This design comes from an exercise in tuning for small area, a short achievable clock period and few clock cycles per item on the open sky130 flow, not from production work. Function was checked by simulation only, so behaviour that the tests miss may differ from the original. Power and IR drop assume default switching activity.

==> flow/design.v <==
module med5 (
    input  wire [15:0] a0,
    input  wire [15:0] a1,
    input  wire [15:0] a2,
    input  wire [15:0] a3,
    input  wire [15:0] a4,
    output wire [15:0] med
);
    wire [15:0] s1_0 = (a0 > a1) ? a1 : a0;
    wire [15:0] s1_1 = (a0 > a1) ? a0 : a1;
    wire [15:0] s1_3 = (a3 > a4) ? a4 : a3;
    wire [15:0] s1_4 = (a3 > a4) ? a3 : a4;
    wire [15:0] s1_2 = a2;
    wire [15:0] s2_0 = (s1_0 > s1_3) ? s1_3 : s1_0;
    wire [15:0] s2_3 = (s1_0 > s1_3) ? s1_0 : s1_3;
    wire [15:0] s3_1 = (s1_1 > s1_4) ? s1_4 : s1_1;
    wire [15:0] s3_4 = (s1_1 > s1_4) ? s1_1 : s1_4;
    wire [15:0] s4_1 = (s3_1 > s1_2) ? s1_2 : s3_1;
    wire [15:0] s4_2 = (s3_1 > s1_2) ? s3_1 : s1_2;
    wire [15:0] s5_2 = (s4_2 > s2_3) ? s2_3 : s4_2;
    wire [15:0] s5_3 = (s4_2 > s2_3) ? s4_2 : s2_3;
    wire [15:0] s6_2 = (s4_1 > s5_2) ? s4_1 : s5_2;
    assign med = s6_2;
endmodule
module ppm_median_filter (
    input  wire         clk,
    input  wire         rst,
    input  wire         in_valid,
    output wire         in_ready,
    input  wire         in_init,
    input  wire [255:0] in_data,
    output reg          out_valid,
    output reg  [255:0] out_data
);
    localparam NCH   = 16;
    localparam DEPTH = 5;
    reg  [15:0] hist [0:DEPTH*NCH-1];
    reg  [2:0]  slot;
    assign in_ready = 1'b1;
    wire accept = in_valid & in_ready;
    wire sample = accept & ~in_init;
    always @(posedge clk) begin
        if (rst)
            slot <= 3'd0;
        else if (accept && in_init)
            slot <= 3'd0;
        else if (sample)
            slot <= (slot == DEPTH - 1) ? 3'd0 : slot + 3'd1;
    end
    integer s, c;
    always @(posedge clk) begin
        for (s = 0; s < DEPTH; s = s + 1)
            for (c = 0; c < NCH; c = c + 1)
                if (accept && in_init)
                    hist[s*NCH + c] <= in_data[15:0];
                else if (sample && slot == s)
                    hist[s*NCH + c] <= in_data[c*16 +: 16];
    end
    wire [255:0] med;
    genvar gc;
    generate
        for (gc = 0; gc < NCH; gc = gc + 1) begin : ch
            wire [15:0] w0 = (slot == 3'd0) ? in_data[gc*16 +: 16] : hist[0*NCH + gc];
            wire [15:0] w1 = (slot == 3'd1) ? in_data[gc*16 +: 16] : hist[1*NCH + gc];
            wire [15:0] w2 = (slot == 3'd2) ? in_data[gc*16 +: 16] : hist[2*NCH + gc];
            wire [15:0] w3 = (slot == 3'd3) ? in_data[gc*16 +: 16] : hist[3*NCH + gc];
            wire [15:0] w4 = (slot == 3'd4) ? in_data[gc*16 +: 16] : hist[4*NCH + gc];
            med5 u_med5 (
                .a0 (w0), .a1 (w1), .a2 (w2), .a3 (w3), .a4 (w4),
                .med(med[gc*16 +: 16])
            );
        end
    endgenerate
    always @(posedge clk) begin
        if (rst)
            out_valid <= 1'b0;
        else
            out_valid <= sample;
    end
    always @(posedge clk) begin
        if (sample)
            out_data <= med;
    end
endmodule
==> flow/run.sh <==
#!/bin/bash
# synth_recipe.tcl (not shown) runs the flow's synth.tcl, then flattens the netlist and writes it again
# the make line also repeats each setting of config.mk as NAME=value (left out here)
make -C /OpenROAD-flow-scripts/flow DESIGN_CONFIG=/design/flow/config.mk WORK_HOME=/design/flow/orfs CLKGATE_MAP_FILE= SYNTH_SCRIPT=/design/flow/synth_recipe.tcl finish
==> flow/config.mk <==
export PLATFORM = sky130hd
export DESIGN_NAME = ppm_median_filter
export DESIGN_NICKNAME = ppm_median_filter
export VERILOG_FILES = /design/flow/design.v
export SDC_FILE = /design/flow/constraint.sdc
export NUM_CORES = 4
export LEC_CHECK = 0
export CAP_MARGIN = 20
export CORE_MARGIN = 2
export CORE_UTILIZATION = 40
export SLEW_MARGIN = 20
==> flow/constraint.sdc <==
create_clock -name core_clock -period 13.5 [get_ports {clk}]
set_input_delay 2.7000 -clock core_clock [delete_from_list [all_inputs] [get_ports {clk}]]
set_output_delay 2.7000 -clock core_clock [all_outputs]
set_load 0.01 [all_outputs]
==> results by group <==
Power
  – Max VDD drop: 0.314 mV
  – Power per standard cell area: 208 nW/um^2
  – Share of total power in the clock network: 0.148
  – Gate power share: 0.659
  – Int Power: 20.8 mW
  – Leak: 81.5 nW
  – P_sw: 15.1 mW
  – Power, Total: 35.9 mW
  – Sw frac: 0.421
  – Sequential share of power: 0.193

Finish
  – Most frequent cells in the layout: mux2i_1, buf_4, ha_1
  – Nets@finish: 18.1k
  – Synthesis-to-layout area growth: 22.8%
  – Fillers: 32.3k
  – Reg area: 46200 um^2
  – Commonest non-fill, non-tap cell in the layout: mux2i_1
  – Final non-filler cell total: 20.9k
  – Multi-input logic area: 87700 um^2
  – Layout cell share with drive strength beyond 1: 0.190

Routing
  – Drt pass-1 iters: 7
  – Routed WL: 500000 um
  – Vias per cell: 5.75
  – WL/cell: 23.9 um
  – Drt drc: 0
  – Via count: 120k
  – Routed Antenna Nets: 0
  – Drt initial violations: 9944

Clock tree
  – CTS Root Cell: clkbuf_16
  – Htree depth: 4
  – Post-CTS Hold Buffers: 0
  – CTS clk-pin slew, worst paths: 0.06 ns
  – Total CTS buffers: 195
  – Clk Latency, worst-skew pair: 0.92 ns
  – CTS max path bufs: 4
  – CTS tree: yes
  – CTS Sinks: 1540

Synthesis
  – Ys async rst share: 0
  – Synth warn: 2
  – Main synth FF type: edfxtp_1
  – Syn Area/Cell: 10.0 um^2
  – Post-synthesis register bit count: 1540
  – Post-synth EDFFs: 1536
  – Synthesized Nets: 16.0k
  – Synthesized area: 141000 um^2
  – Post-synthesis cell count: 14.0k
  – Distinct cells, synth: 112
  – Post-synthesis sequential area ratio: 0.329

Global routing
  – Largest net degree at the start of global routing: 126
  – Total grt overflow: 0
  – Initial antenna violation count: 86
  – Global router's overall resource usage: 0.272
  – First-pass GRT wire length: 741000 um
  – Vias in the first global route: 118k

Place
  – Final Wtd Congestion: 0.944
  – I/O Buffers: 516
  – Pre-CTS setup slack: -0.828 ns
  – DP Wirelength: 378000 um
  – Post-Place Cells: 20.5k

STA
  – Fmax: 76.7 MHz
  – Final Hold Viols: 0
  – Final worst slack: 0.467 ns
  – Setup TNS: 0 ns
  – Crit share post-route: 0.965
  – Max_slew headroom: 0.279
  – Layout Skew: 0.0426 ns
  – Final Slew Violations: 0
  – Final setup vio count: 0
  – Measured slew at the worst slew-check pin: 1.08 ns
  – Min Tclk post-route: 13.03 ns

Min path
  – Hold Crit Depth: 2
  – Hold Startpoint: slot[1]
  – Hold Crit Class: flip-flop to flip-flop
  – Worst Hold End: slot[1]

Die
  – Die Wd: 597 um
  – Initial Util: 0.402
  – Io pins: 518
  – # rows: 217
  – Die footprint: 356000 um^2
  – Core Box Area: 350000 um^2
  – Die Span Y: 597 um

Setup path
  – Reg2Reg Launch Point: slot[2]
  – CP dominant cell by count: buf_4
  – CP arrival: 13.67 ns
  – R2R cell count: 55
  – Critical setup path kind: input port to flip-flop
  – Required @ worst endpoint: 14.13 ns
  – Critical Path Source Type: input port
  – CP Capture Type: flip-flop
  – R2r setup slk: 1.04 ns
  – CP max FO: 19
  – Max stage delay on crit path: 0.57 ns
  – Worst r2r dst: out_data[160]
  – CP max stage cell: or4_1

Run
  – # Max-Cap Violations: 0

Run status
  – Status: finished clean
-- how the worst max path moves through the flow --
stage	start	to	slack, ns
6_report	in_data[106]	out_data[107]	0.47
5_1_grt	in_data[190]	out_data[177]	-0.04
4_1_cts	in_data[105]	out_data[107]	0.11
3_5_place_dp	in_data[105]	out_data[107]	-0.83
3_3_place_gp	in_data[105]	out_data[107]	-0.87
2_1_floorplan	in_data[106]	out_data[103]	0.01
-- stage by stage --
stage | util | area, um^2 | hold slack, ns
after floorplan | - | 141000 | 0.473
after global placement | 0.473 | 166000 | 0.500
after CTS | 0.492 | 172000 | 0.515
after global routing | 0.494 | 173000 | 0.554
final | 0.494 | 173000 | 0.519
after detailed placement | 0.473 | 166000 | 0.506
-- cell families (layout without fill, tap and decap cells) --
group / after synthesis / count (layout) / share of synthesized area
buffers and inverters: 1976 / 4225 / 0.0562
AOI/OAI and AO/OA: 3322 / 3322 / 0.163
xor gates and xnor gates: 37 / 37 / 0.00230
other: 1 / 41 / 0.0000267
muxes: 2767 / 2767 / 0.201
adders and majority gates: 1770 / 1770 / 0.157
and+or+nand+nor: 2605 / 2605 / 0.0918
DFF: 1540 / 1540 / 0.329
-- sequential cells by signal, indices dropped and copies added (netlist names) --
name and flops:
out_data 256, slot 3, hist 1280, out_valid 1
-- power by group through the flow --
stage	registers (mW)	logic, mW	clock network, mW
after global routing	6.97	26.0	5.59
after CTS	6.93	23.4	5.44
final	6.93	23.6	5.33
after floorplan	7.06	13.8	0
after global placement	7.02	23.0	0
after detailed placement	7.02	23.2	0
-- synthesized netlist by cell type, drive strengths merged (135+ instances only) --
cell type  count  share of area
a211oi       158         0.0085
a21o         527          0.028
a21oi        767          0.028
a221oi       149         0.0093
buf          275          0.011
clkbuf       410          0.011
edfxtp      1536           0.33
ha          1765           0.16
inv         1290          0.034
mux2         443          0.036
mux2i       2324           0.17
nand2        734          0.020
nand3        250         0.0089
nand4        305          0.014
nor2         555          0.015
nor2b        135         0.0060
nor3         177         0.0064
o21a         201          0.011
o21ai        537          0.019
o221ai       155         0.0097
-- cell type report --
cell class,count,share of cell area
antenna,40,0.000580
clock buffer,225,0.0294
clock inverter,135,0.00762
inverter,1291,0.0281
multi-input combinational,10500,0.508
sequential,1540,0.268
tap,4599,0.0333
timing repair buffer,2574,0.126
-- per-layer routing --
| layer | routed length [um] | part of all wire | GRT usage | vias to the layer above |
|---|---|---|---|---|
| met5 | 273 | 0.00055 | 0 | - |
| met4 | 15800 | 0.032 | 0.0860 | 42 |
| met3 | 32200 | 0.064 | 0.0389 | 684 |
| met2 | 232000 | 0.46 | 0.453 | 3574 |
| met1 | 220000 | 0.44 | 0.362 | 58200 |
| li1 | - | - | - | 57700 |
-- worst max-delay path, delay by kind of cell --
family / cells / cell delay [ns]
AOI/OAI and AO/OA: 18 / 4.24
adders and majority gates: 5 / 1.48
buffers and inverters: 15 / 2.65
muxes: 4 / 0.82
and+or+nand+nor: 9 / 1.73
-- timing repair --
action | 4_1_cts | 5_1_grt
setup buffers | 0 | 19
setup endpoints to repair | 0 | 157
endpoints found under the hold margin | 0 | 0
gates resized for setup | 0 | 101
Testbench counts, summed over its fixed seeds: cycles 4,104, items 4,096.

-- afterwards: timing with drivers on the ports --
How much do the figures lean on ideal ports? The routed layout below was timed once more, with nothing changed but the port constraints. Step 1 sets driving cells, clkbuf_16 on the clock port and buf_2 on the other inputs (assumed; they add their load-dependent delay and slew). Step 2 also shifts input and output timing later by t, the mid clock arrival at the registers, as if the neighbouring blocks saw the same clock. a / b / c = ideal / step 1 / step 2; a / b = the first two.
shift t [ns]: 1.009
setup WS [ns]: 0.467 / 0.478 / -0.531
pins driven straight from the clock port: 1
With both steps, setup timing fails in this run, where it was met with ideal ports. For this run, drivers alone change the setup slack by +0.011 ns; drivers and shift together by -0.998 ns.
